From an optimization exercise on the open Yosys and OpenROAD flow, aimed at small area; shortcuts taken in it are not production practice.
In this exercise RTL edits were held to simulation tests only and were not proved equivalent to the original.
Power figures rest on the tool's default switching activity, not on a simulated workload.

## flow/run.sh

```bash
#!/bin/bash
# synth_recipe.tcl (not shown) runs the flow's synth.tcl, then flattens the netlist and writes it again
# the make line also repeats each setting of config.mk as NAME=value (left out here)
make -C /OpenROAD-flow-scripts/flow DESIGN_CONFIG=/design/flow/config.mk WORK_HOME=/design/flow/orfs CLKGATE_MAP_FILE= SYNTH_SCRIPT=/design/flow/synth_recipe.tcl finish
```

## flow/config.mk

```make
export PLATFORM = sky130hd
export DESIGN_NAME = fastled_cpe
export DESIGN_NICKNAME = fastled_cpe
export VERILOG_FILES = /design/flow/design.v
export SDC_FILE = /design/flow/constraint.sdc
export NUM_CORES = 4
export LEC_CHECK = 0
export ABC_AREA = 1
export CAP_MARGIN = 20
export CORE_MARGIN = 2
export CORE_UTILIZATION = 40
export SLEW_MARGIN = 20
```

## flow/constraint.sdc

```tcl
create_clock -name core_clock -period 10.0 [get_ports {clk}]
set_input_delay 2.0000 -clock core_clock [delete_from_list [all_inputs] [get_ports {clk}]]
set_output_delay 2.0000 -clock core_clock [all_outputs]
set_load 0.01 [all_outputs]
```

## flow/design.v

```verilog
module fastled_cpe (
    input  wire        clk,
    input  wire        rst,         
    input  wire        tick,        
    input  wire        reg_we,
    input  wire [3:0]  reg_addr,
    input  wire [31:0] reg_wdata,
    output reg  [31:0] reg_rdata,
    output wire        src_req,
    output wire [2:0]  src_op,
    output wire [1:0]  src_ch,
    input  wire [7:0]  src_byte,
    input  wire        src_more,
    output wire [7:0]  port_out,
    output wire        irq_en,
    output wire        busy
);
    localparam [2:0] S_PD   = 3'd0,    
                     S_SD   = 3'd1,    
                     S_LD   = 3'd2,    
                     S_ADV  = 3'd3,    
                     S_HAS  = 3'd4,    
                     S_BITS = 3'd5,    
                     S_GAP  = 3'd6,    
                     S_IDLE = 3'd7;
    reg [15:0] cnt, per, cmpa, cmpb;
    reg        ovf, ma, mb, en;
    reg [7:0]  port;
    reg        cfg_ok, done, c2, c4;
    reg [2:0]  st;
    reg [6:0]  gap;
    reg [8:0]  sh;
    reg [1:0]  ch;
    reg        zsel;
    reg [23:0] zrem;
    wire idle    = (st == S_IDLE);
    wire [7:0] byte_in = zsel ? 8'h00 : src_byte;
    wire more    = zsel ? (zrem != 24'd0) : src_more;
    wire fall    = sh[8] ? mb : ma;
    wire last    = (sh[6:0] == 7'd0);
    wire [15:0] inc  = cnt + 16'd1;
    wire        wrap = (inc == per);
    wire [15:0] cn   = wrap ? 16'd0 : inc;
    wire [3:0] hc_op   = reg_wdata[3:0];
    wire       hc_rsvd = (hc_op == 4'h0) || (hc_op > 4'h3) || (reg_wdata[7:4] != 4'h0) ||
                         ((hc_op != 4'h3) && (reg_wdata[31:8] != 24'd0));
    always @(posedge clk) begin
        if (rst) begin
            cnt <= 16'd0; per <= 16'd0; cmpa <= 16'd0; cmpb <= 16'd0;
            ovf <= 1'b0; ma <= 1'b0; mb <= 1'b0; en <= 1'b0;
            port <= 8'h00;
            cfg_ok <= 1'b0; done <= 1'b0; c2 <= 1'b0; c4 <= 1'b0;
            st <= S_IDLE;
            gap <= 7'd0;
        end else begin
            if (tick && en) begin
                cnt <= cn;
                if (wrap)        ovf <= 1'b1;
                if (cn == cmpa)  ma  <= 1'b1;
                if (cn == cmpb)  mb  <= 1'b1;
            end
            if (tick && gap != 7'd0)
                gap <= gap - 7'd1;
            case (st)
                S_IDLE: if (reg_we) begin
                    case (reg_addr)
                        4'h0: en   <= reg_wdata[0];
                        4'h2: per  <= reg_wdata[15:0];
                        4'h3: cmpa <= reg_wdata[15:0];
                        4'h4: cmpb <= reg_wdata[15:0];
                        4'h5: begin
                            if (reg_wdata[0]) ovf <= 1'b0;
                            if (reg_wdata[1]) ma  <= 1'b0;
                            if (reg_wdata[2]) mb  <= 1'b0;
                        end
                        4'h6: port <= reg_wdata[7:0];
                        4'h9: begin
                            if (hc_rsvd) begin
                                c2 <= 1'b0; c4 <= 1'b1;
                            end else if (hc_op == 4'h1) begin
                                cfg_ok <= 1'b1; c2 <= 1'b0; c4 <= 1'b0;
                            end else if (!cfg_ok) begin
                                c2 <= 1'b1; c4 <= 1'b0;
                            end else begin
                                zsel <= hc_op[0];
                                zrem <= reg_wdata[31:8];
                                done <= 1'b0; c2 <= 1'b0; c4 <= 1'b0;
                                ch   <= 2'd0;
                                st   <= S_GAP;
                            end
                        end
                        default: ;
                    endcase
                end
                S_GAP: if (gap == 7'd0) st <= S_PD;
                S_PD: begin
                    port[3] <= 1'b0;
                    per <= 16'd15; cmpa <= 16'd4; cmpb <= 16'd9;
                    cnt <= 16'd0; ovf <= 1'b0; ma <= 1'b0; mb <= 1'b0;
                    en  <= 1'b1;
                    st  <= S_LD;
                end
                S_LD: begin
                    sh <= {byte_in, 1'b1};
                    st <= (ch == 2'd0) ? S_HAS : S_BITS;
                end
                S_HAS: if (more) st <= S_SD;
                       else begin
                           en <= 1'b0; gap <= 7'd100; done <= 1'b1; st <= S_IDLE;
                       end
                S_SD: st <= S_BITS;
                S_BITS: if (!port[3]) begin
                    if (ovf) begin
                        cnt <= 16'd0; ovf <= 1'b0; ma <= 1'b0; mb <= 1'b0;
                        port[3] <= 1'b1;
                    end
                end else if (fall) begin
                    port[3] <= 1'b0;
                    sh <= {sh[7:0], 1'b0};
                    if (last) begin
                        if (ch == 2'd2) begin ch <= 2'd0; st <= S_ADV; end
                        else            begin ch <= ch + 2'd1; st <= S_LD; end
                    end
                end
                S_ADV: begin
                    sh <= {byte_in, 1'b1};
                    zrem <= zrem - 24'd1;
                    st <= S_HAS;
                end
                default: ;
            endcase
        end
    end
    assign src_req  = (!st[2] || st == S_HAS) && !zsel;
    assign src_op   = st;
    assign src_ch   = ch;
    assign port_out = port;
    assign irq_en   = st[2] & st[1];
    assign busy     = !idle;
    always @(*) begin
        reg_rdata = 32'd0;
        case (reg_addr)
            4'h0: reg_rdata[1:0]  = {1'b1, en};
            4'h1: reg_rdata[15:0] = cnt;
            4'h2: reg_rdata[15:0] = per;
            4'h3: reg_rdata[15:0] = cmpa;
            4'h4: reg_rdata[15:0] = cmpb;
            4'h5: reg_rdata[2:0]  = {mb, ma, ovf};
            4'h6: reg_rdata[7:0]  = port;
            4'h7: reg_rdata[7:0]  = 8'h08;
            4'h8: reg_rdata[7:0]  = {1'b0, c4, c2, 1'b0, 1'b0, done, cfg_ok, !idle};
            4'hA: reg_rdata[7:0]  = 8'h08;
            4'hB: reg_rdata[7:0]  = 8'h04;
            4'hC: reg_rdata[7:0]  = 8'h05;
            4'hD: reg_rdata[7:0]  = 8'h06;
            default: ;
        endcase
    end
endmodule
```

==> results of run 1 <==
-- power by group through the flow --
stage	combinational, mW	clock, mW	sequential [mW]
2_1_floorplan	0.130	0	0.569
3_3_place_gp	0.184	0	0.573
3_5_place_dp	0.186	0	0.573
4_1_cts	0.187	0.661	0.562
5_1_grt	0.214	0.684	0.563
6_report	0.186	0.652	0.562
-- worst max-delay path, cell delays in order --
cell,delay [ns]
clkdlybuf4s50_1,0.52
inv_1,0.07
nor2_1,0.11
inv_1,0.07
nor2_1,0.46
inv_1,0.41
o21ai_0,0.36
a31oi_1,0.08
o2111ai_1,0.12
clkdlybuf4s50_1,0.57
-- path summary, 6_finish.rpt --
kind,startpoint,end,slack (ns),depth (start not counted)
setup reg to reg,cnt[0],mb,6.45,17
hold reg to reg,en,en,0.48,2
setup / recovery,reg_addr[1],reg_rdata[2],3.23,10
hold / removal,en,en,0.48,2
-- per-stage QoR --
stage / utilization / setup slack (ns) / hold WS [ns] / power [mW]
floorplan: - / 4.85 / 0.442 / 0.699
global placement: 0.459 / 3.25 / 0.473 / 0.757
detailed placement: 0.459 / 3.24 / 0.473 / 0.759
CTS: 0.492 / 3.25 / 0.482 / 1.41
global route: 0.492 / 3.00 / 0.502 / 1.46
finish: 0.492 / 3.23 / 0.484 / 1.40
-- registers in the layout, indices dropped and copies added (netlist names), 2 cells and up --
register and cells:
st 3, cmpb 16, gap 7, ch 2, cnt 16, sh 9, zrem 24, per 16
cmpa 16, port 8
-- area by class of cell --
cell class              count  area, um^2
inverters                 137         514
well taps                 234         293
clock inverters             9        95.1
clock buffers              23         533
repair buffers             88         861
fillers                  1940        9470
multi-input cells         817        4000
flip-flops and latches    126        2880
-- metal layers --
layer / vias up / wire [um] / GRT usage
met2: 261 / 10500 / 0.367
met3: 43 / 1460 / 0.0560
li1: 3848 / - / -
met4: 0 / 604 / 0.0811
met1: 3478 / 10600 / 0.317
met5: - / 0 / 0
-- layout by cell type (no fill, tap or decap), drive strengths merged, types with 2 or more instances in the layout --
cell type,synthesis,layout
clkinv,2,5
o21ai,122,122
inv,135,136
nand4,17,17
clkdlybuf4s50,0,80
o211ai,7,7
or2,3,3
nand2,211,211
a21oi,92,92
nor4,9,9
nor3,9,9
edfxtp,36,36
dfxtp,90,90
o2111ai,5,5
nand3,61,61
o22ai,11,11
clkbuf,30,23
nor2,180,180
a211oi,4,4
clkinvlp,0,4
xor2,22,22
o221ai,2,2
a221o,3,3
buf,21,8
ha,6,6
a221oi,8,8
xnor2,5,5
xnor3,2,2
a31oi,10,10
conb,1,16
nand3b,6,6
-- logic make-up (layout without fill, tap and decap cells) --
| logic type | count (synthesis) | after routing | share of synthesized area |
|---|---|---|---|
| AO/OA/AOI/OAI | 268 | 268 | 0.195 |
| XOR/XNOR | 29 | 29 | 0.0371 |
| adder cells (fa/ha/maj) | 6 | 6 | 0.00989 |
| buffers and inverters | 188 | 257 | 0.103 |
| flip-flops | 126 | 126 | 0.380 |
| other | 1 | 16 | 0.000494 |
| AND/OR/NAND/NOR | 498 | 498 | 0.275 |
==> reports/results.txt, run 1 <==
Outcome = finished clean
Per-cell routed wire length = 16.2 um
Most common cell in the synthesized netlist = nand2_1
Initial standard-cell utilization of the core = 0.407
Setup tns final = 0 ns
Number of storage elements in the synthesis netlist = 126
Net Sw Frac = 0.268
Estimated wirelength of the detail-placed design = 16900 um
Clock Power Share = 0.466
Worst Setup Start Kind = input pin
Vias per std cell = 5.32
Int Power = 1.03 mW
Largest driver fanout on the critical path = 11
Proportion of synthesized chip area in sequential cells = 0.380
Category of the worst setup path capture point = output pin
Area growth syn-to-layout = 21.0%
Seq pwr share = 0.401
Number of buffers created by CTS = 17
Setup Buffers After CTS = 0
Pin slew with the least headroom to its limit = 0.999 ns
Pin count of the biggest net entering global routing = 61
Net total in the final layout = 1242
Most used flip-flop cell after synthesis = dfxtp_1
Total overflow reported by the global router = 0
Part of the power in combinational logic = 0.133
Static Leakage = 3.66 nW
Final hold vios = 0
Cell area after synthesis = 7590 um^2
GPL Wtd Cong = 0.892
Post-cts resize count = 0
Number of standard-cell rows in the floorplan = 50
Commonest cells in the synthesized netlist = nand2_1 (210), nor2_1 (174), inv_1 (135), o21ai_0 (120), a21oi_1 (92)
Die outline area = 20100 um^2
Clock root buffer = clkbuf_16
Post-route clock skew = 0.00869 ns
Area share of the leading cell type in the synthesized netlist = 0.237
Non-filler cells, final = 1434
Avg Synthesized Cell Area = 6.80 um^2
Wire length after detailed routing = 23200 um
Violation count after the first detailed-routing iteration = 629
Number of antenna violations at the first check in global routing = 0
MaxCap Viol Count = 0
Switch Pwr = 375 uW
Number of remaining DRC errors = 0
Data arrival time of the worst path = 4.77 ns
Vias in the first global route = 6940
Summed area of non-filler cells in the final layout = 9180 um^2
Share of cells above drive strength 1 = 0.0417
Gate count of the mapped netlist = 1116
Min cycle time layout = 6.77 ns
Core area = 18600 um^2
TritonCTS clock tree = yes
Sinks on the clock net = 126
Number of enable flip-flop cells after synthesis = 36
Aggregate global-route resource usage = 0.234
Number of warning messages in the yosys log = 1
Worst EP required = 8.00 ns
Count of distinct cell types in the synthesized netlist = 42
Detail Route Antenna Nets = 0
Hold bufs inserted after CTS = 0
RSZ-0062 raised after global routing = false
Total via count in the routed design = 7630
Path class of the lowest-slack min-delay path = flip-flop to flip-flop
Fraction of synthesis flops using an asynchronous set or reset pin = 0
Top area cells in the synthesized netlist = dfxtp_1 (24%), edfxtp_1 (14%), nand2_1 (10%)
Die Ht = 142 um
Final setup vio count = 0
First-pass GRT wire length = 36300 um
Clock latency (worst-skew pair) = 0.42 ns
Length of the first detailed-routing pass in iterations = 7
Worst Path Class, Setup = input pin to output pin
I/O pins = 97
Maximum ir drop on the vdd rail = 0.122 mV
Instance area at placement = 8550 um^2
Placed insts = 1402
Clock-pin slew on the worst setup and hold paths = 0.05 ns
Final period util = 0.677
H-tree depth = 4
Horizontal extent of the die = 142 um
Clock tree buffer depth = 2
Cell accounting for the most synthesized area = dfxtp_1
Upper clock frequency limit = 0.148 GHz
Ant. Diodes = 0
Max Slew Vio Count = 0
Relative slew margins = 0.333
Input/output buffers = 80
Power per cell area = 153 nW/um^2
==> inputs of run 2 (changes only) <==
--- a/flow/design.v
+++ b/flow/design.v
@@ -30,3 +30,2 @@
     reg [2:0]  st;
-    reg [6:0]  gap;
     reg [8:0]  sh;
@@ -34,3 +33,4 @@
     reg        zsel;
-    reg [23:0] zrem;
+    wire [23:0] zrem = {cmpb[15:8], cmpa[15:8], per[15:8]};
+    wire [23:0] zdec = zrem - 24'd1;
     wire idle    = (st == S_IDLE);
@@ -39,6 +39,8 @@
     wire fall    = sh[8] ? mb : ma;
-    wire last    = (sh[6:0] == 7'd0);
+    wire z7      = (sh[6:0] == 7'd0);
     wire [15:0] inc  = cnt + 16'd1;
-    wire        wrap = (inc == per);
+    wire        wrap = (inc[7:0] == per[7:0]) && (!idle || inc[15:8] == per[15:8]);
     wire [15:0] cn   = wrap ? 16'd0 : inc;
+    wire        hita = (cn[7:0] == cmpa[7:0]) && (!idle || cn[15:8] == cmpa[15:8]);
+    wire        hitb = (cn[7:0] == cmpb[7:0]) && (!idle || cn[15:8] == cmpb[15:8]);
     wire [3:0] hc_op   = reg_wdata[3:0];
@@ -53,3 +55,3 @@
             st <= S_IDLE;
-            gap <= 7'd0;
+            sh[6:0] <= 7'd0;
         end else begin
@@ -57,8 +59,8 @@
                 cnt <= cn;
-                if (wrap)        ovf <= 1'b1;
-                if (cn == cmpa)  ma  <= 1'b1;
-                if (cn == cmpb)  mb  <= 1'b1;
+                if (wrap) ovf <= 1'b1;
+                if (hita) ma  <= 1'b1;
+                if (hitb) mb  <= 1'b1;
             end
-            if (tick && gap != 7'd0)
-                gap <= gap - 7'd1;
+            if (tick && st[2] && st[1] && !z7)
+                sh[6:0] <= sh[6:0] - 7'd1;
             case (st)
@@ -85,3 +87,3 @@
                                 zsel <= hc_op[0];
-                                zrem <= reg_wdata[31:8];
+                                {cmpb[15:8], cmpa[15:8], per[15:8]} <= reg_wdata[31:8];
                                 done <= 1'b0; c2 <= 1'b0; c4 <= 1'b0;
@@ -94,6 +96,6 @@
                 end
-                S_GAP: if (gap == 7'd0) st <= S_PD;
+                S_GAP: if (z7) st <= S_PD;
                 S_PD: begin
                     port[3] <= 1'b0;
-                    per <= 16'd15; cmpa <= 16'd4; cmpb <= 16'd9;
+                    per[7:0] <= 8'd15; cmpa[7:0] <= 8'd4; cmpb[7:0] <= 8'd9;
                     cnt <= 16'd0; ovf <= 1'b0; ma <= 1'b0; mb <= 1'b0;
@@ -108,3 +110,3 @@
                        else begin
-                           en <= 1'b0; gap <= 7'd100; done <= 1'b1; st <= S_IDLE;
+                           en <= 1'b0; sh[6:0] <= 7'd100; done <= 1'b1; st <= S_IDLE;
                        end
@@ -119,3 +121,3 @@
                     sh <= {sh[7:0], 1'b0};
-                    if (last) begin
+                    if (z7) begin
                         if (ch == 2'd2) begin ch <= 2'd0; st <= S_ADV; end
@@ -126,3 +128,3 @@
                     sh <= {byte_in, 1'b1};
-                    zrem <= zrem - 24'd1;
+                    if (zsel) {cmpb[15:8], cmpa[15:8], per[15:8]} <= zdec;
                     st <= S_HAS;
==> flow/flow/run.sh (new file) <==
#!/bin/bash
# Layout flow: the standard synthesis, then the combinational logic is
# mapped again for area with a stronger ABC script (every flip-flop kept as
# it is: same instances, names and cell types), then the standard layout
# from the floorplan on, with the port buffers made of buf_1 cells.
# Each tool's output goes to a log file of its own in the work folder.
set -euo pipefail
cd "$(dirname "$0")/.."
W=$(pwd)
R=$W/orfs/results/$FLOW_PLATFORM/fastled_cpe/base
LIB=$FLOW_HOME/platforms/$FLOW_PLATFORM/lib/sky130_fd_sc_hd__tt_025C_1v80.lib

# 1. standard synthesis
bash standard.sh synth > $W/flow_1_synth.log 2>&1

# 2. re-map the combinational logic
cp $R/1_2_yosys.v $W/1_2_yosys_standard.v
LIB=$LIB NET_IN=$W/1_2_yosys_standard.v NET_OUT=$W/1_2_yosys_resyn.v \
  STAT_OUT=$W/resyn_stat.txt ABC_SCRIPT=$W/flow/abc.script \
  yosys -c $W/flow/resyn.tcl > $W/flow_2_resyn.log 2>&1
cp $W/1_2_yosys_resyn.v $R/1_2_yosys.v
rm -f $R/1_synth.odb $R/1_synth.sdc

# 3. standard layout from the re-mapped netlist
export BUFFER_PORTS_ARGS="-buffer_cell sky130_fd_sc_hd__buf_1"
bash standard.sh > $W/flow_3_layout.log 2>&1
==> flow/flow/abc.script (new file) <==
strash
&get -n
&deepsyn -T 30
&dch -f
&nf -a -R 1000
&put
==> flow/flow/resyn.tcl (new file) <==
# Re-map the combinational logic of a mapped netlist with a stronger ABC script,
# keeping every flip-flop instance (its name and cell type) as it is.
yosys -import
set lib  $::env(LIB)
read_liberty -ignore_miss_func $lib
read_verilog $::env(NET_IN)
hierarchy -top fastled_cpe
# sequential cells stay instances; everything else is flattened into gates
setattr -mod -set keep_hierarchy 1 sky130_fd_sc_hd__df* sky130_fd_sc_hd__edf* sky130_fd_sc_hd__sdf* sky130_fd_sc_hd__dl*
flatten
yosys rename -hide w:*.*
opt_clean -purge
tee -o $::env(STAT_OUT).pre stat
abc -liberty $lib -dont_use *probe* -dont_use *lpflow* -script $::env(ABC_SCRIPT)
opt_clean -purge
hilomap -singleton -hicell sky130_fd_sc_hd__conb_1 HI -locell sky130_fd_sc_hd__conb_1 LO
insbuf -buf sky130_fd_sc_hd__buf_1 A X
splitnets
opt_clean -purge
select fastled_cpe
tee -o $::env(STAT_OUT) stat -liberty $lib
write_verilog -noattr -noexpr -nohex -nodec -selected $::env(NET_OUT)
==> flow/standard.sh (new file) <==
#!/bin/bash
# synth_recipe.tcl (not shown) runs the flow's synth.tcl, then flattens the netlist and writes it again
# the make line also repeats each setting of config.mk as NAME=value (left out here)
make -C /OpenROAD-flow-scripts/flow DESIGN_CONFIG=/design/flow/config.mk WORK_HOME=/design/flow/orfs CLKGATE_MAP_FILE= SYNTH_SCRIPT=/design/flow/synth_recipe.tcl "${@:-finish}"
--- a/flow/config.mk
+++ b/flow/config.mk
@@ -7,3 +7,2 @@
 export LEC_CHECK = 0
-export ABC_AREA = 1
 export CAP_MARGIN = 20
@@ -11,2 +10,3 @@
 export CORE_UTILIZATION = 40
+export CTS_BUF_LIST = sky130_fd_sc_hd__clkbuf_8
 export SLEW_MARGIN = 20
removed: flow/run.sh
==> run 2 against run 1 <==
Against the previous run:
- critical path depth down 3
- routed wire length is 20% lower
- sequential cell count is 31 lower
- synthesized area decreased by 29%
- critical endpoint is now reg_rdata[0]
- still clean on timing, DRC and antenna
- critical path type unchanged
- global-route usage grew 2.4 points
- cell count is 34% lower
- register-to-register slack got worse by 1.0 ns
- die area fell by 29%
==> reports/results.txt, run 2 <==
Total buffers and inverters traversed by the critical path = 2
H-tree depth = 3
Clock latency (worst-skew pair) = 0.38 ns
First-pass GRT wire length = 28800 um
Share of cells above drive strength 1 = 0.0298
Crit path setup slack, layout = 4.15 ns
Avg Synthesized Cell Area = 7.96 um^2
Setup tns final = 0 ns
Max incr delay on CP = 0.68 ns
Clock tree buffer depth = 2
Relative slew margins = 0.313
Total via count in the routed design = 5764
Hold bufs inserted after CTS = 0
Per-cell routed wire length = 19.5 um
Pin slew with the least headroom to its limit = 1.03 ns
Instance area at placement = 5920 um^2
GPL Wtd Cong = 0.911
Cell type with the highest occurrence count on the critical path = buf_1
Worst Path Class, Setup = input pin to output pin
Sinks on the clock net = 95
Worst Setup Start Kind = input pin
Placed insts = 932
Data arrival time of the worst path = 3.85 ns
Post-route clock skew = 0.0119 ns
Setup Buffers After CTS = 0
Largest driver fanout on the critical path = 15
Maximum ir drop on the vdd rail = 0.0926 mV
RSZ-0062 raised after global routing = false
Horizontal extent of the die = 120 um
Final period util = 0.585
Total overflow reported by the global router = 0
Vias per std cell = 6.08
Min cycle time layout = 5.85 ns
Ant. Diodes = 0
I/O pins = 97
Worst-path cell with the longest stage delay = nor2_1
Cell area after synthesis = 5350 um^2
Violation count after the first detailed-routing iteration = 555
Pre-CTS setup slack = 3.93 ns
Power per cell area = 133 nW/um^2
Core area = 13100 um^2
TritonCTS clock tree = yes
Wire length after detailed routing = 18500 um
Most used cells in the layout excluding fill and tap cells = dfxtp_1 (90), buf_1 (80), nand2_1 (73), nor2_1 (72), o21ai_0 (57)
Outcome = finished clean
Top delay family on crit path = simple AND/OR/NAND/NOR gates
Non-filler cells, final = 948
Most common cell after layout, fill and taps aside = dfxtp_1
Clock root buffer = clkbuf_8
Pin count of the biggest net entering global routing = 40
Post-route core utilization = 0.465
Detail Route Antenna Nets = 0
MaxCap Viol Count = 0
Gate count of the mapped netlist = 672
Static Leakage = 2.15 nW
Summed area of non-filler cells in the final layout = 6110 um^2
Clock-pin slew on the worst setup and hold paths = 0.10 ns
Length of the first detailed-routing pass in iterations = 6
Cells along the critical path = buf_1 -> nand2b_1 -> nor2_1 -> nand2_1 -> a22o_1 -> nand3_1 -> buf_1
Max Slew Vio Count = 0
Number of remaining DRC errors = 0
Die Ht = 120 um
Path class of the lowest-slack min-delay path = flip-flop to flip-flop
Input/output buffers = 80
Final setup vio count = 0
Final hold vios = 0
Net total in the final layout = 816
Aggregate global-route resource usage = 0.258
Vias in the first global route = 5383
Area growth syn-to-layout = 14.3%
Number of warning messages in the yosys log = 1
Die outline area = 14300 um^2
Post-cts resize count = 0
Category of the worst setup path capture point = output pin
Number of buffers created by CTS = 9
Number of standard-cell rows in the floorplan = 42
Estimated wirelength of the detail-placed design = 13700 um
Number of antenna violations at the first check in global routing = 0
Upper clock frequency limit = 0.171 GHz
Initial standard-cell utilization of the core = 0.407
FILL cells = 1363
Worst EP required = 8.00 ns
[run 2: final timing paths]
kind,start,to,slack [ns],cells after the start
max,reg_addr[3],reg_rdata[0],4.15,7
min,sh[6],sh[6],0.50,2
max reg2reg,cnt[0],cnt[5],5.44,14
min reg2reg,sh[6],sh[6],0.50,2
[run 2: tightest hold or removal path, delay by kind of cell, from the launching register on]
kind,cells,cell delay [ns]
flops,1,0.33
compound gates,2,0.13
[run 2: final cells by class]
type | count | area, um^2 | area share
well taps | 176 | 220 | 0.0360
multi-input cells | 562 | 3350 | 0.548
clock buffers | 10 | 138 | 0.0225
inverters | 11 | 41.3 | 0.00675
clock inverters | 6 | 52.6 | 0.00860
repair buffers | 88 | 360 | 0.0589
flip-flops and latches | 95 | 1950 | 0.319
[run 2: metal layers]
layer  up-vias  share of wire  GRT usage
met1      2752           0.45      0.351
met3        44          0.075     0.0428
met4         0          0.029      0.113
li1       2705              -          -
met5         -              0          0
met2       263           0.45      0.405
[run 2: metrics by stage]
step	hold slack [ns]	total power, mW
3_5_place_dp	0.486	0.552
2_1_floorplan	0.448	0.508
4_1_cts	0.500	0.814
3_3_place_gp	0.478	0.550
5_1_grt	0.517	0.847
6_report	0.500	0.812
[run 2: report_power, final]
part	leakage, nW	total (mW)	switching, mW	internal, mW
logic	1.27	0.133	0.0803	0.0522
clock network	0.110	0.264	0.144	0.120
registers	0.773	0.415	0.0195	0.396
==> inputs of run 3 (changes only) <==
--- a/flow/design.v
+++ b/flow/design.v
@@ -40,3 +40,4 @@
     wire z7      = (sh[6:0] == 7'd0);
-    wire [15:0] inc  = cnt + 16'd1;
+    wire        te   = tick & en;
+    wire [15:0] inc  = cnt + {15'd0, te};
     wire        wrap = (inc[7:0] == per[7:0]) && (!idle || inc[15:8] == per[15:8]);
@@ -57,4 +58,4 @@
         end else begin
-            if (tick && en) begin
-                cnt <= cn;
+            cnt <= cn;
+            if (te) begin
                 if (wrap) ovf <= 1'b1;
@@ -63,4 +64,4 @@
             end
-            if (tick && st[2] && st[1] && !z7)
-                sh[6:0] <= sh[6:0] - 7'd1;
+            if (st[2] && st[1])
+                sh[6:0] <= sh[6:0] - {6'd0, tick & !z7};
             case (st)
--- a/flow/flow/run.sh
+++ b/flow/flow/run.sh
@@ -4,3 +4,4 @@
 # it is: same instances, names and cell types), then the standard layout
-# from the floorplan on, with the port buffers made of buf_1 cells.
+# from the floorplan on, with the port buffers made of buf_1 cells and a
+# clock tree of clkbuf_8 cells without dummy loads.
 # Each tool's output goes to a log file of its own in the work folder.
@@ -24,2 +25,4 @@
 # 3. standard layout from the re-mapped netlist
+# 3. standard layout from the re-mapped netlist
+export CTS_ARGS="-sink_clustering_enable -repair_clock_nets -buf_list sky130_fd_sc_hd__clkbuf_8 -dont_use_dummy_load"
 export BUFFER_PORTS_ARGS="-buffer_cell sky130_fd_sc_hd__buf_1"
==> run 3 against run 2 <==
Against the previous run:
- setup slack got worse by 0.46 ns
- synthesized cell count is 4.5% lower
- register-to-register slack lost 0.36 ns
- highest routed layer unchanged
- via count fell by 2.6%
- non-clock buffer count decreased by 4
- core utilization decreased by 0.10 points
- maximum frequency shrank 7.3%
- count of clock-buffer cells in the layout is 1 lower
- die area is 2.9% lower
- power decreased by 9.1%
- still clean on timing, DRC and antenna
==> reports/results.txt, run 3 <==
Vias in the first global route = 5336
Register-to-register setup slack = 5.08 ns
Gate count of the mapped netlist = 642
Length of the first detailed-routing pass in iterations = 9
R2R Path Start = cnt[0]
Estimated wirelength of the detail-placed design = 13500 um
Horizontal extent of the die = 118 um
Worst-path cell with the longest stage delay = or2_0
Max incr delay on CP = 0.77 ns
Sequential standard cell area = 1950 um^2
Aggregate global-route resource usage = 0.258
Total via count in the routed design = 5612
Sinks on the clock net = 95
Upper clock frequency limit = 0.158 GHz
Net total in the final layout = 782
Worst setup path startpoint = tick
Number of buffers created by CTS = 9
Static Leakage = 2.03 nW
Most common cell after layout, fill and taps aside = dfxtp_1
Outcome = finished clean
Post-cts resize count = 0
Initial standard-cell utilization of the core = 0.411
Path class of the lowest-slack min-delay path = flip-flop to flip-flop
Final setup vio count = 0
Share of cells above drive strength 1 = 0.0233
Clock latency (worst-skew pair) = 0.38 ns
TritonCTS clock tree = yes
Cell area after synthesis = 5190 um^2
Violation count after the first detailed-routing iteration = 623
Cells along the critical path = buf_1 -> nand4_1 -> nor2_1 -> nand3_1 -> nor2_1 -> nand3_1 -> nor2_1 -> nand3_1 -> nor2_1 -> nand3_1 -> xor2_1 -> xnor2_1 -> nor4_1 -> o21bai_1 -> or2_0 -> nor2_1
Post-route core utilization = 0.464
Post-route clock skew = 0.0189 ns
Total overflow reported by the global router = 0
Per-cell routed wire length = 20.1 um
Clock tree buffer depth = 2
Clock-pin slew on the worst setup and hold paths = 0.09 ns
Number of standard-cell rows in the floorplan = 41
Min Hold Slack = 0.508 ns
Min cycle time layout = 6.31 ns
Setup tns final = 0 ns
First-pass GRT wire length = 28500 um
Worst Path Class, Setup = input pin to flip-flop
Final hold vios = 0
Final period util = 0.631
Worst EP required = 10.23 ns
Data arrival time of the worst path = 6.54 ns
Die outline area = 13900 um^2
Detail Route Antenna Nets = 0
Wire length after detailed routing = 18200 um
Area growth syn-to-layout = 12.9%
Maximum ir drop on the vdd rail = 0.0984 mV
Avg Synthesized Cell Area = 8.08 um^2
Power per cell area = 126 nW/um^2
Cell type with the highest occurrence count on the critical path = nor2_1
Die Ht = 118 um
Largest driver fanout on the critical path = 16
Most used cells in the layout excluding fill and tap cells = dfxtp_1 (90), buf_1 (80), nor2_1 (70), nand2_1 (69), o21ai_0 (42)
Worst reg2reg path depth = 15
I/O pins = 97
GPL Wtd Cong = 0.980
FILL cells = 1344
Setup Buffers After CTS = 0
Crit path setup slack, layout = 3.69 ns
Category of the worst setup path capture point = flip-flop
Ant. Diodes = 0
Number of antenna violations at the first check in global routing = 0
Worst Setup Start Kind = input pin
MaxCap Viol Count = 0
Hold bufs inserted after CTS = 0
Pin slew with the least headroom to its limit = 1.09 ns
CP endpoint = cnt[11]
PnR Total Power = 737 uW
Clock root buffer = clkbuf_8
Max Slew Vio Count = 0
Number of remaining DRC errors = 0
Core area = 12600 um^2
Vias per std cell = 6.21
Destination of the worst register-to-register timing path = cnt[11]
Number of warning messages in the yosys log = 1
Input/output buffers = 80
RSZ-0062 raised after global routing = false
Pre-CTS setup slack = 3.38 ns
H-tree depth = 3
Combined area of the multi-input logic cells = 3190 um^2
Pin count of the biggest net entering global routing = 35
Relative slew margins = 0.269
## run 3: how the worst min path moves through the flow
stage | start | cells after the start | to
2_1_floorplan | c2 | 2 | c2
3_3_place_gp | cmpb[1] | 2 | cmpb[1]
3_5_place_dp | cmpb[1] | 2 | cmpb[1]
4_1_cts | cmpb[1] | 2 | cmpb[1]
5_1_grt | cmpb[1] | 2 | cmpb[1]
6_report | cmpb[1] | 2 | cmpb[1]
## run 3: final cells by class
class / instances / share of cell area
Tap cell: 172 / 0.0367
Clock buffer: 9 / 0.0211
Timing Repair Buffer: 84 / 0.0564
Inverter: 13 / 0.00833
Multi-Input combinational cell: 530 / 0.544
Sequential cell: 95 / 0.333
## run 3: through the flow
stage               cell area, um^2  instances
floorplan                      5250        657
global placement               5720        894
detailed placement             5730        894
CTS                            5850        903
global route                   5860        903
finish                         5860        903
## run 3: worst max-delay path, delay by kind of cell
family          cells  cell delay, ns
simple gates       12            3.49
xor+xnor            2            0.50
compound gates      1            0.33
buf+inv             1            0.22
## run 3: routing by layer
metal	track usage	part of all wire
met5	0	0
met4	0.120	0.032
met3	0.0581	0.090
met2	0.407	0.46
met1	0.334	0.42
## run 3: where the power goes
group	switching [mW]	total (mW)	internal, mW	leakage, nW
sequential	0.0174	0.412	0.395	0.773
combinational	0.0738	0.115	0.0414	1.19
clock	0.129	0.210	0.0810	0.0647
total	0.220	0.737	0.517	2.03
==> inputs of run 4 (changes only) <==
--- a/flow/design.v
+++ b/flow/design.v
@@ -43,3 +43,3 @@
     wire        wrap = (inc[7:0] == per[7:0]) && (!idle || inc[15:8] == per[15:8]);
-    wire [15:0] cn   = wrap ? 16'd0 : inc;
+    wire [15:0] cn   = (te && wrap) ? 16'd0 : inc;
     wire        hita = (cn[7:0] == cmpa[7:0]) && (!idle || cn[15:8] == cmpa[15:8]);
--- a/flow/flow/run.sh
+++ b/flow/flow/run.sh
@@ -24,5 +24,6 @@
 
-# 3. standard layout from the re-mapped netlist
-# 3. standard layout from the re-mapped netlist
+# 3. standard layout from the re-mapped netlist; the constant outputs share
+# one tie cell
 export CTS_ARGS="-sink_clustering_enable -repair_clock_nets -buf_list sky130_fd_sc_hd__clkbuf_8 -dont_use_dummy_load"
+export SKIP_REPAIR_TIE_FANOUT=1
 export BUFFER_PORTS_ARGS="-buffer_cell sky130_fd_sc_hd__buf_1"
--- a/flow/config.mk
+++ b/flow/config.mk
@@ -9,3 +9,3 @@
 export CORE_MARGIN = 2
-export CORE_UTILIZATION = 40
+export CORE_UTILIZATION = 60
 export CTS_BUF_LIST = sky130_fd_sc_hd__clkbuf_8
==> run 4 against run 3 <==
Against the previous run:
- sequential cell count is the same
- combinational power grew 22%
- clock power shrank 4%
- critical path depth grew 2
- non-clock buffer count grew 1
==> reports/results.txt, run 4 <==
Upper clock frequency limit = 0.166 GHz
PnR Total Power = 764 uW
Pin slew with the least headroom to its limit = 1.02 ns
Share of cells above drive strength 1 = 0.0237
Max Slew Vio Count = 0
Worst reg2reg path depth = 17
I/O pins = 97
Number of antenna violations at the first check in global routing = 0
Worst EP required = 10.20 ns
Net total in the final layout = 811
Aggregate global-route resource usage = 0.348
Outcome = finished clean
Number of warning messages in the yosys log = 1
Post-route clock skew = 0.0205 ns
Clock root buffer = clkbuf_8
Number of remaining DRC errors = 0
Total overflow reported by the global router = 0
WHS Path Cells = 2
Setup Buffers After CTS = 0
Final period util = 0.604
Per-cell routed wire length = 20.1 um
Largest driver fanout on the critical path = 16
Clock tree buffer depth = 2
Sinks on the clock net = 95
Total via count in the routed design = 5822
H-tree depth = 3
Data arrival time of the worst path = 6.24 ns
Violation count after the first detailed-routing iteration = 661
Post-cts resize count = 0
Number of buffers created by CTS = 9
MaxCap Viol Count = 0
Core area = 8680 um^2
Pin count of the biggest net entering global routing = 44
Input/output buffers = 80
Static Leakage = 2.03 nW
Die Ht = 98.5 um
Detail Route Antenna Nets = 0
Vias per std cell = 6.71
Relative slew margins = 0.319
RSZ-0062 raised after global routing = false
Min cycle time layout = 6.04 ns
Pre-CTS setup slack = 3.65 ns
Path class of the lowest-slack min-delay path = flip-flop to flip-flop
Cell area after synthesis = 5360 um^2
Worst Path Class, Setup = input pin to flip-flop
Length of the first detailed-routing pass in iterations = 6
Area growth syn-to-layout = 10.2%
Vias in the first global route = 5150
Category of the worst setup path capture point = flip-flop
TritonCTS clock tree = yes
Final hold vios = 0
Horizontal extent of the die = 98.5 um
Clock latency (worst-skew pair) = 0.36 ns
Most common cell after layout, fill and taps aside = nor2_1
Estimated wirelength of the detail-placed design = 12900 um
Number of standard-cell rows in the floorplan = 34
Worst Setup Start Kind = input pin
Most used cells in the layout excluding fill and tap cells = nor2_1 (94), dfxtp_1 (90), buf_1 (79), nand2_1 (73)
Crit path setup slack, layout = 3.96 ns
Final setup vio count = 0
Setup tns final = 0 ns
Hold bufs inserted after CTS = 0
Register-to-register setup slack = 5.10 ns
Post-route core utilization = 0.681
Die outline area = 9700 um^2
GPL Wtd Cong = 1.04
Initial standard-cell utilization of the core = 0.618
Wire length after detailed routing = 17400 um
Ant. Diodes = 0
Power per cell area = 129 nW/um^2
Clock-pin slew on the worst setup and hold paths = 0.09 ns
Avg Synthesized Cell Area = 7.82 um^2
Maximum ir drop on the vdd rail = 0.100 mV
Gate count of the mapped netlist = 685
Placed insts = 859
First-pass GRT wire length = 27100 um
Non-filler cells, final = 868
run 4: critical path, stage by stage:
cell	delay [ns]
buf_1	0.14
nand2_1	0.19
nor2_1	0.21
and2_0	0.30
and3_1	0.26
and2_0	0.28
nand3_1	0.17
nor2_1	0.20
and3_1	0.25
and2_0	0.30
nand3_1	0.16
xor2_1	0.38
xnor2_1	0.11
a211oi_1	0.27
nand2b_1	0.17
nand2_1	0.15
nand2b_1	0.56
nor3_1	0.13
run 4: area by class of cell:
class / instances / area (um^2)
flip-flops and latches: 95 / 1950
well taps: 108 / 135
repair buffers: 85 / 339
inverters: 17 / 63.8
fillers: 811 / 2770
multi-input cells: 554 / 3290
clock buffers: 9 / 124
run 4: worst paths after layout:
check | startpoint | to
max reg2reg | cnt[0] | cnt[1]
max | tick | cnt[1]
min | sh[3] | sh[4]
min reg2reg | sh[3] | sh[4]
run 4: power breakdown:
group	leakage, nW	switching, mW	internal (mW)	total [mW]
clock	0.0647	0.121	0.0811	0.202
combinational	1.19	0.0860	0.0543	0.140
sequential	0.776	0.0239	0.398	0.422
run 4: per-stage QoR:
stage | hold slack (ns) | area [um^2]
3_5_place_dp | 0.480 | 5780
4_1_cts | 0.491 | 5900
6_report | 0.494 | 5910
3_3_place_gp | 0.466 | 5780
5_1_grt | 0.531 | 5910
2_1_floorplan | 0.443 | 5360
run 4: metal layers:
layer,GRT usage,up-vias,part of all wire
li1,-,2698,-
met2,0.541,379,0.45
met5,0,-,0
met1,0.506,2701,0.42
met4,0.121,0,0.026
met3,0.0362,44,0.10
==> inputs of run 5 (changes only) <==
--- a/flow/design.v
+++ b/flow/design.v
@@ -33,7 +33,7 @@
     reg        zsel;
-    wire [23:0] zrem = {cmpb[15:8], cmpa[15:8], per[15:8]};
-    wire [23:0] zdec = zrem - 24'd1;
+    wire [11:0] nlo  = {per[7:4], per[15:8]};
+    wire        nlo0 = (nlo == 12'd0);
     wire idle    = (st == S_IDLE);
     wire [7:0] byte_in = zsel ? 8'h00 : src_byte;
-    wire more    = zsel ? (zrem != 24'd0) : src_more;
+    wire more    = zsel ? !(nlo0 && cnt[15:4] == 12'hFFF) : src_more;
     wire fall    = sh[8] ? mb : ma;
@@ -41,7 +41,10 @@
     wire        te   = tick & en;
-    wire [15:0] inc  = cnt + {15'd0, te};
-    wire        wrap = (inc[7:0] == per[7:0]) && (!idle || inc[15:8] == per[15:8]);
-    wire [15:0] cn   = (te && wrap) ? 16'd0 : inc;
-    wire        hita = (cn[7:0] == cmpa[7:0]) && (!idle || cn[15:8] == cmpa[15:8]);
-    wire        hitb = (cn[7:0] == cmpb[7:0]) && (!idle || cn[15:8] == cmpb[15:8]);
+    wire [4:0]  lo   = {1'b0, cnt[3:0]} + {4'd0, te};
+    wire        cin4 = idle ? lo[4] : (st == S_ADV && zsel && nlo0);
+    wire [11:0] hi   = cnt[15:4] + {11'd0, cin4};
+    wire [15:0] inc  = {hi, lo[3:0]};
+    wire        wrap = (inc[3:0] == per[3:0]) && (!idle || inc[15:4] == per[15:4]);
+    wire [15:0] cn   = {(te && wrap && idle) ? 12'd0 : hi, (te && wrap) ? 4'd0 : lo[3:0]};
+    wire        hita = (cn[3:0] == cmpa[3:0]) && (!idle || cn[15:4] == cmpa[15:4]);
+    wire        hitb = (cn[3:0] == cmpb[3:0]) && (!idle || cn[15:4] == cmpb[15:4]);
     wire [3:0] hc_op   = reg_wdata[3:0];
@@ -88,3 +91,4 @@
                                 zsel <= hc_op[0];
-                                {cmpb[15:8], cmpa[15:8], per[15:8]} <= reg_wdata[31:8];
+                                per  <= {reg_wdata[15:8], reg_wdata[19:16], reg_wdata[3:0]};
+                                cnt[15:4] <= ~reg_wdata[31:20];
                                 done <= 1'b0; c2 <= 1'b0; c4 <= 1'b0;
@@ -100,4 +104,4 @@
                     port[3] <= 1'b0;
-                    per[7:0] <= 8'd15; cmpa[7:0] <= 8'd4; cmpb[7:0] <= 8'd9;
-                    cnt <= 16'd0; ovf <= 1'b0; ma <= 1'b0; mb <= 1'b0;
+                    per[3:0] <= 4'd15; cmpa <= 16'd4; cmpb <= 16'd9;
+                    cnt[3:0] <= 4'd0; ovf <= 1'b0; ma <= 1'b0; mb <= 1'b0;
                     en  <= 1'b1;
@@ -111,3 +115,4 @@
                        else begin
-                           en <= 1'b0; sh[6:0] <= 7'd100; done <= 1'b1; st <= S_IDLE;
+                           en <= 1'b0; cnt[15:4] <= 12'd0;
+                           sh[6:0] <= 7'd100; done <= 1'b1; st <= S_IDLE;
                        end
@@ -116,3 +121,3 @@
                     if (ovf) begin
-                        cnt <= 16'd0; ovf <= 1'b0; ma <= 1'b0; mb <= 1'b0;
+                        cnt[3:0] <= 4'd0; ovf <= 1'b0; ma <= 1'b0; mb <= 1'b0;
                         port[3] <= 1'b1;
@@ -129,3 +134,3 @@
                     sh <= {byte_in, 1'b1};
-                    if (zsel) {cmpb[15:8], cmpa[15:8], per[15:8]} <= zdec;
+                    if (zsel) {per[7:4], per[15:8]} <= nlo - 12'd1;
                     st <= S_HAS;
==> run 5 against run 4 <==
Against the previous run:
- still clean
- die area down 6.7%
- worst hold slack gained 0.016 ns
- via count fell by 8.0%
- sequential share of layout area grew 2.1 points
- core utilization increased by 0.16 points
- power is 9.5% lower
- global-route usage is 3.8 points higher
- synthesized cell count shrank 13%
- largest power group unchanged
==> reports/results.txt, run 5 <==
Setup tns final = 0 ns
GPL Wtd Cong = 0.948
Static Leakage = 1.98 nW
Vias per std cell = 6.84
Destination of the worst register-to-register timing path = cnt[10]
R2R Path Start = st[1]
Sinks on the clock net = 95
Most used cells in the layout excluding fill and tap cells = dfxtp_1 (90), buf_1 (80), nand2_1 (57), nor2_1 (49), o21ai_0 (47)
Avg Synthesized Cell Area = 8.33 um^2
Number of standard-cell rows in the floorplan = 33
Largest driver fanout on the critical path = 17
Relative slew margins = 0.230
Worst reg2reg path depth = 21
Endpoint of the worst hold path = cfg_ok
Vias in the first global route = 4701
Worst EP required = 10.21 ns
Category of the worst setup path capture point = flip-flop
First-pass GRT wire length = 26300 um
I/O pins = 97
Pin slew with the least headroom to its limit = 1.15 ns
Max incr delay on CP = 0.65 ns
Hold path startpoint = cfg_ok
Net total in the final layout = 729
TritonCTS clock tree = yes
MaxCap Viol Count = 0
Number of antenna violations at the first check in global routing = 0
Horizontal extent of the die = 95.2 um
Worst-path cell with the longest stage delay = dfxtp_1
Data arrival time of the worst path = 7.36 ns
Placed insts = 774
Worst Path Class, Setup = flip-flop to flip-flop
Hold bufs inserted after CTS = 0
Ant. Diodes = 0
Min cycle time layout = 7.15 ns
Cell type with the highest occurrence count on the critical path = o21ai_0
Crit path setup slack, layout = 2.85 ns
Per-cell routed wire length = 22.2 um
Wire length after detailed routing = 17400 um
Die outline area = 9060 um^2
Violation count after the first detailed-routing iteration = 639
Clock root buffer = clkbuf_8
Post-cts resize count = 0
Number of buffers created by CTS = 9
Input/output buffers = 80
Detail Route Antenna Nets = 0
Clock-pin slew on the worst setup and hold paths = 0.09 ns
Maximum ir drop on the vdd rail = 0.0730 mV
Area growth syn-to-layout = 11.3%
Non-filler cells, final = 783
WHS Path Cells = 2
Core area = 8130 um^2
Pin count of the biggest net entering global routing = 30
Total via count in the routed design = 5357
Number of remaining DRC errors = 0
Aggregate global-route resource usage = 0.386
Top delay family on crit path = simple AND/OR/NAND/NOR gates
Cell area after synthesis = 4990 um^2
Total overflow reported by the global router = 0
Register-to-register setup slack = 2.85 ns
Initial standard-cell utilization of the core = 0.613
Max Slew Vio Count = 0
Upper clock frequency limit = 0.140 GHz
Worst Setup Start Kind = flip-flop
Die Ht = 95.2 um
Final setup vio count = 0
Outcome = finished clean
Post-route clock skew = 0.0197 ns
RSZ-0062 raised after global routing = false
Gate count of the mapped netlist = 599
H-tree depth = 3
Share of cells above drive strength 1 = 0.0265
Pre-CTS setup slack = 3.10 ns
Power per cell area = 125 nW/um^2
Final period util = 0.715
Length of the first detailed-routing pass in iterations = 8
Setup Buffers After CTS = 0
Final hold vios = 0
Clock tree buffer depth = 2
Cells along the critical path = nand2b_1 -> or3_1 -> or2_0 -> or4_1 -> or4_1 -> or3_1 -> or2_0 -> o21ai_0 -> and3_1 -> nand3_1 -> nor2_1 -> and3_1 -> nand4_1 -> xnor2_1 -> a2111oi_0 -> o21ai_0 -> nor3_1 -> o211ai_1 -> o21ai_0 -> buf_4 -> o22ai_1
Clock latency (worst-skew pair) = 0.38 ns
Number of warning messages in the yosys log = 1
Estimated wirelength of the detail-placed design = 12900 um
Most common cell after layout, fill and taps aside = dfxtp_1
Total buffers and inverters traversed by the critical path = 1
Path class of the lowest-slack min-delay path = flip-flop to flip-flop
## run 5: cell type report
type / count / area (um^2)
clock buffer: 9 / 124
fill: 671 / 2580
inverter: 18 / 67.6
multi-input combinational: 469 / 2920
sequential: 95 / 1950
tap: 105 / 131
timing repair buffer: 87 / 353
## run 5: worst max path at each step
stage	from	end	slack, ns	cells past startpoint
after floorplan	st[1]	cnt[10]	3.60	20
after global placement	st[1]	cnt[15]	3.34	21
after detailed placement	st[1]	cnt[10]	3.10	21
after CTS	st[1]	cnt[10]	3.04	21
after global routing	st[1]	cnt[10]	2.32	21
final	st[1]	cnt[10]	2.85	21
## run 5: report_power, final
part | internal [mW] | total, mW | switching (mW)
clock network | 0.0810 | 0.208 | 0.127
registers | 0.387 | 0.399 | 0.0117
logic | 0.0263 | 0.0848 | 0.0585
total | 0.495 | 0.692 | 0.197
## run 5: worst reg2reg max path: cells and delay by family, from the launching register on
kind            cells  cell delay [ns]
simple gates       13             4.13
xor+xnor            1             0.27
buf+inv             1             0.23
flops               1             0.65
compound gates      6             1.69
## run 5: per-layer routing
layer / routed length [um] / up-vias / track usage
li1: - / 2443 / -
met1: 7380 / 2486 / 0.561
met2: 7420 / 372 / 0.566
met3: 1920 / 56 / 0.0617
met4: 629 / 0 / 0.159
met5: 0 / - / 0
## run 5: metrics by stage
stage / hold slack (ns) / utilization / power, mW / area, um^2
6_report: 0.510 / 0.682 / 0.692 / 5550
5_1_grt: 0.533 / 0.682 / 0.710 / 5550
4_1_cts: 0.512 / 0.682 / 0.687 / 5550
3_5_place_dp: 0.494 / 0.667 / 0.489 / 5430
3_3_place_gp: 0.469 / 0.666 / 0.487 / 5420
2_1_floorplan: 0.438 / - / 0.449 / 4990
==> inputs of run 6 (changes only) <==
--- a/flow/design.v
+++ b/flow/design.v
@@ -30,5 +30,5 @@
     reg [2:0]  st;
-    reg [8:0]  sh;
-    reg [1:0]  ch;
-    reg        zsel;
+    reg [6:0]  sh;
+    wire [1:0] ch   = {c4, c2};
+    wire       zsel = done;
     wire [11:0] nlo  = {per[7:4], per[15:8]};
@@ -38,5 +38,5 @@
     wire more    = zsel ? !(nlo0 && cnt[15:4] == 12'hFFF) : src_more;
-    wire fall    = sh[8] ? mb : ma;
+    wire fall    = cfg_ok ? mb : ma;
     wire z7      = (sh[6:0] == 7'd0);
-    wire        te   = tick & en;
+    wire        te   = tick & (en | !idle);
     wire [4:0]  lo   = {1'b0, cnt[3:0]} + {4'd0, te};
@@ -59,3 +59,3 @@
             st <= S_IDLE;
-            sh[6:0] <= 7'd0;
+            sh <= 7'd0;
         end else begin
@@ -68,3 +68,3 @@
             if (st[2] && st[1])
-                sh[6:0] <= sh[6:0] - {6'd0, tick & !z7};
+                sh <= sh - {6'd0, tick & !z7};
             case (st)
@@ -90,7 +90,6 @@
                             end else begin
-                                zsel <= hc_op[0];
+                                done <= hc_op[0];    
                                 per  <= {reg_wdata[15:8], reg_wdata[19:16], reg_wdata[3:0]};
                                 cnt[15:4] <= ~reg_wdata[31:20];
-                                done <= 1'b0; c2 <= 1'b0; c4 <= 1'b0;
-                                ch   <= 2'd0;
+                                c2 <= 1'b0; c4 <= 1'b0;          
                                 st   <= S_GAP;
@@ -106,3 +105,2 @@
                     cnt[3:0] <= 4'd0; ovf <= 1'b0; ma <= 1'b0; mb <= 1'b0;
-                    en  <= 1'b1;
                     st  <= S_LD;
@@ -110,3 +108,3 @@
                 S_LD: begin
-                    sh <= {byte_in, 1'b1};
+                    {cfg_ok, en, sh} <= {byte_in, 1'b1};
                     st <= (ch == 2'd0) ? S_HAS : S_BITS;
@@ -116,3 +114,4 @@
                            en <= 1'b0; cnt[15:4] <= 12'd0;
-                           sh[6:0] <= 7'd100; done <= 1'b1; st <= S_IDLE;
+                           sh <= 7'd100; done <= 1'b1; cfg_ok <= 1'b1;
+                           st <= S_IDLE;
                        end
@@ -126,6 +125,6 @@
                     port[3] <= 1'b0;
-                    sh <= {sh[7:0], 1'b0};
+                    {cfg_ok, en, sh} <= {en, sh, 1'b0};
                     if (z7) begin
-                        if (ch == 2'd2) begin ch <= 2'd0; st <= S_ADV; end
-                        else            begin ch <= ch + 2'd1; st <= S_LD; end
+                        if (ch == 2'd2) begin {c4, c2} <= 2'd0; st <= S_ADV; end
+                        else            begin {c4, c2} <= ch + 2'd1; st <= S_LD; end
                     end
@@ -133,3 +132,3 @@
                 S_ADV: begin
-                    sh <= {byte_in, 1'b1};
+                    {cfg_ok, en, sh} <= {byte_in, 1'b1};
                     if (zsel) {per[7:4], per[15:8]} <= nlo - 12'd1;
--- a/flow/flow/run.sh
+++ b/flow/flow/run.sh
@@ -2,4 +2,5 @@
 # Layout flow: the standard synthesis, then the combinational logic is
-# mapped again for area with a stronger ABC script (every flip-flop kept as
-# it is: same instances, names and cell types), then the standard layout
+# mapped again for area with a stronger ABC script, best of four seeds (every
+# flip-flop kept as it is: same instances, names and cell types), then
+# the standard layout
 # from the floorplan on, with the port buffers made of buf_1 cells and a
@@ -16,8 +17,20 @@
 
-# 2. re-map the combinational logic
+# 2. re-map the combinational logic: four runs of ABC with different seeds
+#    in parallel, keeping the smallest result
 cp $R/1_2_yosys.v $W/1_2_yosys_standard.v
-LIB=$LIB NET_IN=$W/1_2_yosys_standard.v NET_OUT=$W/1_2_yosys_resyn.v \
-  STAT_OUT=$W/resyn_stat.txt ABC_SCRIPT=$W/flow/abc.script \
-  yosys -c $W/flow/resyn.tcl > $W/flow_2_resyn.log 2>&1
-cp $W/1_2_yosys_resyn.v $R/1_2_yosys.v
+for S in 1 2 3 4; do
+  LIB=$LIB NET_IN=$W/1_2_yosys_standard.v NET_OUT=$W/1_2_yosys_resyn$S.v \
+    STAT_OUT=$W/resyn_stat$S.txt ABC_SCRIPT=$W/flow/abc$S.script \
+    yosys -c $W/flow/resyn.tcl > $W/flow_2_resyn$S.log 2>&1 &
+done
+wait
+BEST=""; BESTA=""
+for S in 1 2 3 4; do
+  A=$(grep "Chip area for module" $W/resyn_stat$S.txt | awk '{print $NF}' | tail -n 1 || true)
+  [[ -n "$A" ]] || continue
+  if [[ -z "$BEST" ]] || awk -v a="$A" -v b="$BESTA" 'BEGIN{exit !(a < b)}'; then BEST=$S; BESTA=$A; fi
+done
+[[ -n "$BEST" ]]
+echo "resynthesis: kept run $BEST, area $BESTA" > $W/resyn_choice.txt
+cp $W/1_2_yosys_resyn$BEST.v $R/1_2_yosys.v
 rm -f $R/1_synth.odb $R/1_synth.sdc
==> flow/flow/abc1.script (new file) <==
strash
&get -n
&deepsyn -T 30 -S 1
&dch -f
&nf -a -R 1000
&put
==> flow/flow/abc2.script (new file) <==
strash
&get -n
&deepsyn -T 30 -S 2
&dch -f
&nf -a -R 1000
&put
==> flow/flow/abc3.script (new file) <==
strash
&get -n
&deepsyn -T 30 -S 3
&dch -f
&nf -a -R 1000
&put
==> flow/flow/abc4.script (new file) <==
strash
&get -n
&deepsyn -T 30 -S 4
&dch -f
&nf -a -R 1000
&put
removed: flow/flow/abc.script
==> run 6 against run 5 <==
Against the previous run:
- highest routed layer unchanged
- first-iteration DRC count up 5.9%
- sequential share of layout area down 2.1 points
- register-to-register slack better by 1.1 ns
- setup slack better by 0.83 ns
- largest cell class unchanged
- sequential cell count down 5
- sequential power down 7.0%
- power down 8.0%
- worst hold slack worse by 0.0033 ns
==> reports/results.txt, run 6 <==
Outcome = finished clean
Final period util = 0.632
Input/output buffers = 80
Min cycle time layout = 6.32 ns
Number of antenna violations at the first check in global routing = 0
First-pass GRT wire length = 27100 um
Post-route clock skew = 0.0181 ns
Total met2 wirelength after detailed routing = 7810 um
Static Leakage = 1.94 nW
Die outline area = 8870 um^2
Clock tree buffer depth = 2
Worst EP required = 8.00 ns
Number of warning messages in the yosys log = 1
Number of standard-cell rows in the floorplan = 32
Per-cell routed wire length = 22.7 um
Horizontal extent of the die = 94.2 um
Final hold vios = 0
Cells along the critical path = buf_1 -> or2_0 -> nor2_1 -> buf_4 -> a221oi_1 -> a21oi_1 -> a221o_1 -> buf_1
Aggregate global-route resource usage = 0.399
Core area = 7810 um^2
Path class of the lowest-slack min-delay path = flip-flop to flip-flop
Switch Pwr = 172 uW
Setup tns final = 0 ns
Net Sw Frac = 0.270
Summed area of non-filler cells in the final layout = 5440 um^2
Number of remaining DRC errors = 0
TritonCTS clock tree = yes
Data arrival time of the worst path = 4.32 ns
Cell type with the highest occurrence count on the critical path = buf_1
H-tree depth = 3
Most used cells in the layout excluding fill and tap cells = dfxtp_1 (90), buf_1 (80), nor2_1 (53), nand2_1 (43), a22o_1 (39)
Seq pwr share = 0.582
Setup Buffers After CTS = 0
Int Power = 465 uW
Violation count after the first detailed-routing iteration = 677
Uppermost metal layer occupied by signal nets = met4
Worst-path cell with the longest stage delay = nor2_1
Upper clock frequency limit = 0.158 GHz
Max incr delay on CP = 0.60 ns
I/O pins = 97
Cell area after synthesis = 4880 um^2
Final setup vio count = 0
Pin slew with the least headroom to its limit = 1.15 ns
MaxCap Viol Count = 0
Gate count of the mapped netlist = 582
Post-cts resize count = 0
Sum of routed wire segments on met1 = 6670 um
Worst Setup Start Kind = input pin
Instance area at placement = 5320 um^2
Clock-pin slew on the worst setup and hold paths = 0.08 ns
Most common cell after layout, fill and taps aside = dfxtp_1
Die Ht = 94.2 um
Sinks on the clock net = 90
Total overflow reported by the global router = 0
Net total in the final layout = 712
Vias per std cell = 7.15
Largest driver fanout on the critical path = 16
Ant. Diodes = 0
Clock latency (worst-skew pair) = 0.36 ns
Area growth syn-to-layout = 11.5%
Max Slew Vio Count = 0
Share of cells above drive strength 1 = 0.0303
GPL Wtd Cong = 0.994
FILL cells = 674
Avg Synthesized Cell Area = 8.38 um^2
Hold bufs inserted after CTS = 0
Clock root buffer = clkbuf_8
Worst Path Class, Setup = input pin to output pin
Wire length after detailed routing = 17300 um
Estimated wirelength of the detail-placed design = 12700 um
Detail Route Antenna Nets = 0
Initial standard-cell utilization of the core = 0.625
RSZ-0062 raised after global routing = false
Length of the first detailed-routing pass in iterations = 7
Relative slew margins = 0.232
Total via count in the routed design = 5452
Power per cell area = 117 nW/um^2
Maximum ir drop on the vdd rail = 0.0702 mV
Vias in the first global route = 4977
Category of the worst setup path capture point = output pin
Part of the power in combinational logic = 0.104
Pin count of the biggest net entering global routing = 31
Clock Power Share = 0.314
Number of buffers created by CTS = 9
Met3 wire length = 1970 um
## run 6: through the flow
step                worst slack [ns]   util  total power, mW  cells  hold slack, ns
detailed placement              3.81  0.681            0.442    754           0.492
global placement                3.80  0.680            0.441    753           0.483
global route                    3.49  0.697            0.659    763           0.526
floorplan                       4.60      -            0.410    582           0.456
finish                          3.68  0.697            0.637    763           0.507
CTS                             3.81  0.697            0.635    763           0.506
## run 6: critical path, delay by kind of cell
kind                   cells  cell delay [ns]
AOI/OAI and AO/OA          3             0.47
and+or+nand+nor            2             1.03
buffers and inverters      3             0.80
## run 6: power by group through the flow
stage,registers [mW],clock network (mW),logic [mW]
3_3_place_gp,0.379,0,0.0624
2_1_floorplan,0.376,0,0.0341
5_1_grt,0.371,0.217,0.0708
6_report,0.371,0.200,0.0664
4_1_cts,0.370,0.200,0.0639
3_5_place_dp,0.379,0,0.0635
## run 6: path summary, 6_finish.rpt
check | to | slack [ns] | cells after the start | start
hold / removal | sh[6] | 0.51 | 2 | sh[6]
hold reg to reg | sh[6] | 0.51 | 2 | sh[6]
setup reg to reg | mb | 3.98 | 22 | st[1]
setup / recovery | reg_rdata[0] | 3.68 | 8 | reg_addr[3]
## run 6: routing by layer
layer,track usage,vias up
li1,-,2420
met1,0.529,2533
met2,0.629,419
met3,0.0642,80
met4,0.196,0
met5,0,-
## run 6: layout make-up
cell class                      count  area, um^2  area share
Inverter                           17        63.8      0.0117
Tap cell                          102         128      0.0235
Timing Repair Buffer               89         372      0.0683
Sequential cell                    90        1800       0.331
Multi-Input combinational cell    456        2950       0.543
Clock buffer                        9         124      0.0228
==> inputs of run 7 (changes only) <==
--- a/flow/design.v
+++ b/flow/design.v
@@ -31,2 +31,4 @@
     reg [6:0]  sh;
+    localparam [6:0] GAP_START = 7'b1001000;
+    wire       sh_fb = (sh[6] ^ sh[5]) & !(sh[6] && sh[5:0] == 6'd0);
     wire [1:0] ch   = {c4, c2};
@@ -68,3 +70,3 @@
             if (st[2] && st[1])
-                sh <= sh - {6'd0, tick & !z7};
+                if (tick) sh <= {sh[5:0], sh_fb};
             case (st)
@@ -114,3 +116,3 @@
                            en <= 1'b0; cnt[15:4] <= 12'd0;
-                           sh <= 7'd100; done <= 1'b1; cfg_ok <= 1'b1;
+                           sh <= GAP_START; done <= 1'b1; cfg_ok <= 1'b1;
                            st <= S_IDLE;
==> run 7 against run 6 <==
Against the previous run:
- combinational power shrank 2%
- first-iteration DRC count shrank 3.0%
- synthesized cell count grew 0.52%
- still clean
- via count down 3.6%
- power fell by 0.36%
==> reports/results.txt, run 7 <==
Outcome = finished clean
Destination of the worst register-to-register timing path = cnt[6]
Relative slew margins = 0.316
Data arrival time of the worst path = 7.55 ns
Vias per std cell = 6.87
Most common cell after layout, fill and taps aside = dfxtp_1
Seq pwr share = 0.583
WHS Path Cells = 2
Sinks on the clock net = 90
Worst Path Class, Setup = flip-flop to flip-flop
Clock-pin slew on the worst setup and hold paths = 0.10 ns
First-pass GRT wire length = 26800 um
Pre-CTS setup slack = 2.91 ns
Estimated wirelength of the detail-placed design = 12600 um
R2R Path Start = st[1]
Clock Power Share = 0.315
Crit path setup slack, layout = 2.66 ns
Static Leakage = 1.90 nW
Maximum ir drop on the vdd rail = 0.0819 mV
Largest driver fanout on the critical path = 12
Post-route clock skew = 0.0240 ns
Total overflow reported by the global router = 0
Switch Pwr = 171 uW
Vias in the first global route = 4992
Final period util = 0.734
Net Sw Frac = 0.269
Hold bufs inserted after CTS = 0
Pin slew with the least headroom to its limit = 1.03 ns
H-tree depth = 3
TritonCTS clock tree = yes
RSZ-0062 raised after global routing = false
I/O pins = 97
Instance area at placement = 5260 um^2
Die Ht = 93.8 um
Int Power = 464 uW
Total buffers and inverters traversed by the critical path = 0
Gate count of the mapped netlist = 585
Die outline area = 8790 um^2
Clock root buffer = clkbuf_8
Final setup vio count = 0
Area growth syn-to-layout = 11.5%
Pin count of the biggest net entering global routing = 30
Max Slew Vio Count = 0
Per-cell routed wire length = 22.2 um
Initial standard-cell utilization of the core = 0.622
Detail Route Antenna Nets = 0
Number of warning messages in the yosys log = 1
Cells along the critical path = nor2b_1 -> nand3_1 -> or3_1 -> or3_1 -> or3_1 -> nor3_1 -> nand2_1 -> o31ai_1 -> nand4_1 -> nor2_1 -> nand3_1 -> nor2_1 -> nand3_1 -> xor2_1 -> o21ai_0 -> a2111oi_0 -> a21oi_1 -> nor3_1 -> a21o_1 -> o22ai_1
Number of standard-cell rows in the floorplan = 32
Top delay family on crit path = simple AND/OR/NAND/NOR gates
Worst-path cell with the longest stage delay = nor2b_1
Length of the first detailed-routing pass in iterations = 6
Cell area after synthesis = 4830 um^2
Summed area of non-filler cells in the final layout = 5390 um^2
Aggregate global-route resource usage = 0.398
Category of the worst setup path capture point = flip-flop
Min cycle time layout = 7.34 ns
Worst reg2reg path depth = 20
Clock tree buffer depth = 2
Max incr delay on CP = 0.63 ns
Worst setup path startpoint = st[1]
Clock latency (worst-skew pair) = 0.37 ns
Share of cells above drive strength 1 = 0.0302
Register-to-register setup slack = 2.66 ns
Power per cell area = 118 nW/um^2
Path class of the lowest-slack min-delay path = flip-flop to flip-flop
GPL Wtd Cong = 0.998
Final hold vios = 0
Most used cells in the layout excluding fill and tap cells = dfxtp_1 (90), buf_1 (80), nand2_1 (55), nor2_1 (50), a22o_1 (42)
Part of the power in combinational logic = 0.102
Upper clock frequency limit = 0.136 GHz
Number of remaining DRC errors = 0
Violation count after the first detailed-routing iteration = 657
Avg Synthesized Cell Area = 8.26 um^2
Core area = 7770 um^2
Worst EP required = 10.21 ns
Wire length after detailed routing = 17000 um
Worst Setup Start Kind = flip-flop
Net total in the final layout = 714
Setup tns final = 0 ns
PnR Total Power = 634 uW
Post-cts resize count = 0
Number of antenna violations at the first check in global routing = 0
Setup Buffers After CTS = 0
Endpoint of the worst hold path = sh[5]
Total via count in the routed design = 5254
Input/output buffers = 80
MaxCap Viol Count = 0
Horizontal extent of the die = 93.8 um
Hold path startpoint = sh[4]
Number of buffers created by CTS = 9
Ant. Diodes = 0
-- run 7: worst max-delay path by stage --
stage	end	slack, ns	depth (start not counted)
6_report	cnt[6]	2.66	20
2_1_floorplan	cnt[10]	4.08	20
3_3_place_gp	cnt[12]	3.11	20
5_1_grt	cnt[12]	1.90	20
4_1_cts	cnt[6]	2.83	20
3_5_place_dp	cnt[6]	2.91	20
-- run 7: cell type report --
cell class	instances	area, um^2
flip-flops and latches	90	1800
repair buffers	88	360
clock buffers	9	124
multi-input cells	456	2900
well taps	102	128
inverters	20	75.1
fillers	712	2380
-- run 7: metal layers --
metal  wire, um  global-route usage  part of all wire
met5          0                   0                 0
met4        616               0.152             0.036
met3       2310               0.152              0.14
met2       7270               0.586              0.43
met1       6820               0.526              0.40
-- run 7: power groups by stage --
stage | clock (mW) | combinational [mW] | sequential (mW)
2_1_floorplan | 0 | 0.0333 | 0.375
3_3_place_gp | 0 | 0.0612 | 0.378
3_5_place_dp | 0 | 0.0620 | 0.378
4_1_cts | 0.198 | 0.0623 | 0.370
5_1_grt | 0.212 | 0.0697 | 0.371
6_report | 0.200 | 0.0648 | 0.370
-- run 7: worst register-to-register path: stages, from the launching register on --
cell and delay, ns:
dfxtp_1 0.49, nor2b_1 0.63, nand3_1 0.26, or3_1 0.43, or3_1 0.39, or3_1 0.40, nor3_1 0.47, nand2_1 0.22
o31ai_1 0.48, nand4_1 0.21, nor2_1 0.23, nand3_1 0.17, nor2_1 0.28, nand3_1 0.16, xor2_1 0.44, o21ai_0 0.14
a2111oi_0 0.40, a21oi_1 0.14, nor3_1 0.60, a21o_1 0.49, o22ai_1 0.14
-- run 7: through the flow --
step,instances,hold WS [ns],util
6_report,765,0.496,0.694
5_1_grt,765,0.517,0.694
4_1_cts,765,0.493,0.693
3_5_place_dp,756,0.480,0.677
3_3_place_gp,756,0.473,0.677
2_1_floorplan,585,0.442,-

port drivers added, routing unchanged:
The results above use ideal ports. As a check the final layouts listed here were re-extracted and re-timed, cells and wires unchanged. Step 1: set_driving_cell puts a clkbuf_16 on clk and a buf_2 on each other input, an assumption about the parent block. Step 2 moves the port delays by t, midway between the first and last clock arrival at a register: inputs arrive t later, outputs are due t later. That takes back most of the time a late clock gives input paths. Slacks: ideal / step 1 / step 2; pairs: ideal / step 1.
run	shift t [ns]	setup slack, ns	worst hold slack (ns)	cell pins on the clock port's net
run 1	0.466	3.235 / 3.202 / 3.202	0.484 / 0.484 / 0.484	1
run 2	0.410	4.148 / 4.128 / 4.128	0.500 / 0.500 / 0.500	1
run 3	0.402	3.688 / 3.694 / 3.292	0.508 / 0.508 / 0.508	1
run 4	0.380	3.962 / 3.961 / 3.581	0.494 / 0.494 / 0.494	1
run 5	0.405	2.852 / 2.852 / 2.852	0.510 / 0.510 / 0.510	1
run 6	0.387	3.678 / 3.658 / 3.650	0.507 / 0.507 / 0.507	1
run 7	0.395	2.656 / 2.656 / 2.656	0.496 / 0.496 / 0.496	1
After both steps setup and hold are still met in every run listed. For run 3, which loses most, drivers alone change the setup slack by +0.006 ns; drivers and shift together by -0.396 ns.
